From an optimization exercise on the open Yosys and OpenROAD flow, aimed at small area, a short achievable clock period and few clock cycles; shortcuts taken in it are not production practice. The RTL was checked by simulation tests, not by an equivalence proof against the original design. No activity file was given, so power comes from the tool's default toggle rates.

run A:
==> flow/design.v (excerpt) <==
module png_unfilter #(
    parameter ROWBUF_BYTES = 64
) (
    input  wire       clk,
    input  wire       rst,             
    input  wire       start,
    input  wire [7:0] cfg_width,
    input  wire [7:0] cfg_height,
    input  wire [2:0] cfg_colortype,
    input  wire [4:0] cfg_bitdepth,
    input  wire       cfg_interlace,
    input  wire       in_valid,
    output wire       in_ready,
    input  wire [7:0] in_data,
    output wire       out_valid,
    input  wire       out_ready,
    output wire [7:0] out_data,
    output wire       out_last,
    output wire       busy,
    output reg        done,
    output reg        fault,
    output reg  [3:0] fault_code
);
For scale: roughly 2500 cells after synthesis, about 800 flip-flops.
Settings: LEC_CHECK=0, CAP_MARGIN=20, CORE_MARGIN=2, CORE_UTILIZATION=55, CTS_CLUSTER_DIAMETER=120, CTS_CLUSTER_SIZE=22, PLACE_DENSITY=0.72, SLEW_MARGIN=20; clock period 12.5 ns.
standard.sh (not shown) runs the stock make flow with config.mk's settings and CLKGATE_MAP_FILE= SYNTH_SCRIPT=/design/flow/synth_recipe.tcl, a recipe that flattens the netlist after the stock synthesis.
==> flow/flow/run.sh <==
#!/bin/bash
set -e
export SETUP_SLACK_MARGIN=9.0
export BUFFER_PORTS_ARGS="-buffer_cell sky130_fd_sc_hd__buf_4"
bash standard.sh > standard.log 2>&1
No stage failed in run A, and the final checks on the layout all came back clean.
Testbench counts of run A, summed over its fixed seeds: cycles 111,622.
Changes in run B relative to run A:
Settings: CORE_UTILIZATION: 55 -> 40; PLACE_DENSITY: 0.72 -> 0.6.
==> flow/flow/run.sh <==
#!/bin/bash
set -e
export SETUP_SLACK_MARGIN=9.0
export BUFFER_PORTS_ARGS="-buffer_cell sky130_fd_sc_hd__buf_4"
export CTS_ARGS="-sink_clustering_enable -repair_clock_nets -sink_clustering_size 22 -sink_clustering_max_diameter 120 -distance_between_buffers 1000 -branching_point_buffers_distance 1000"
bash standard.sh > standard.log 2>&1
==> comparison <==
In the metrics for run A and run B, the one carrying the higher number of fill cells is run B.
Of run B and run A, it is run B that has the lower flip-flop and latch share of the layout cell area.
Compared with run A, in run B highest cell delay on the worst timing path neither gained nor lost much, area occupied by registers roughly the same, wire length of the first global-routing pass rose about 5%, routed via count went down 339.
Run B vs. run A: part of the total power dissipated in the clock network rose 0.7 points, post-cts repair resize count went down 4, power rose by 0.95%.
Input changes introduced in run C (baseline for comparison: run B):
Settings: CORE_UTILIZATION: 40 -> 55; PLACE_DENSITY: 0.6 -> 0.72.
Notes after the runs:
Fmax: run C higher than run B
Clock-buffer cell count in run C is 9 below run B.
Summary — area of the core region, run C relative to run B: lower, by about 28%.
Delta (run C minus run B): period utilization has decreased; proportion of cell area occupied by multi-input gates has increased; worst setup slack after layout has increased; buffering overhead has remained practically unchanged.
Comparing run B with run C, the worst slack on hold paths came out essentially unchanged.
As far as number of buffers and inverters on the critical path is concerned, run C and run B perform about the same.
Any difference in combinational fraction of design power between run B and run C is small enough to ignore.
The inputs of run D differ from those of run C as listed below.
Settings: PLACE_DENSITY changed from 0.72 to 0.6; CORE_UTILIZATION changed from 55 to 40.
==> flow/flow/run.sh <==
#!/bin/bash
set -e
export SETUP_SLACK_MARGIN=8.8
export BUFFER_PORTS_ARGS="-buffer_cell sky130_fd_sc_hd__buf_4"
bash standard.sh > standard.log 2>&1
### Flow results
Diff run C..run D | number of hold buffers added after cts | unchanged. Number of cells on the worst reg-to-reg path: run D < run C. Compared with run C, run D degrades hold slack. Run D reports its critical path endpoint as out_data[7] while run C reports in_ready.
Setup changes, run D to run E
==> flow/flow/run.sh <==
#!/bin/bash
set -e
export SETUP_SLACK_MARGIN=9.0
export BUFFER_PORTS_ARGS="-buffer_cell sky130_fd_sc_hd__buf_4"
bash standard.sh > standard.log 2>&1
Results
- Cmp run E vs run D: post-route cell area higher in run E
- Per the final summary, run E finished and its layout is clean on timing, DRC and antenna.
- Changes observed in run E relative to run D: data arrival time at the worst-slack endpoint went down by 0.05 ns; count of buffers from port buffering was more or less identical; detailed-router iteration count before antenna repair went up by 2.
- From run D to run E the numbers moved as follows: post-placement cell count held, internal cell power essentially unchanged, global-route usage went up, routed wire length rose 1900 um.
- Run E against run D; via count of the first global-routing pass is up slightly.
- From run E to run D, initial antenna violation count did not move at all.

==> afterwards: timing with drivers on the ports <==
No port has a modelled driver above. Below, the same layouts with a new extraction and two added sets of constraints. Step 1 sets driving cells, clkbuf_16 on the clock port and buf_2 on the other inputs (assumed; they add their load-dependent delay and slew). Step 2, shift: input delay + t, output delay - t, t = (earliest + latest rising clock arrival at the registers) / 2. This alone moves slack from input paths to output paths. a / b / c = no drivers / after step 1 / after step 2; a / b = the first two.
run | t, ns | slack for setup (ns) | latest minus earliest clock arrival (ns)
run A | 0.665 | 8.917 / 8.851 / 8.355 | 0.027 / 0.027
run B | 0.667 | 8.889 / 8.822 / 8.391 | 0.035 / 0.035
run C | 0.665 | 8.917 / 8.851 / 8.355 | 0.027 / 0.027
run D | 0.661 | 8.835 / 8.768 / 8.198 | 0.038 / 0.039
run E | 0.667 | 8.889 / 8.822 / 8.391 | 0.035 / 0.035
After both steps setup and hold are still met in every run listed. For run D, which loses most, drivers alone change the setup slack by -0.067 ns; drivers and shift together by -0.637 ns.
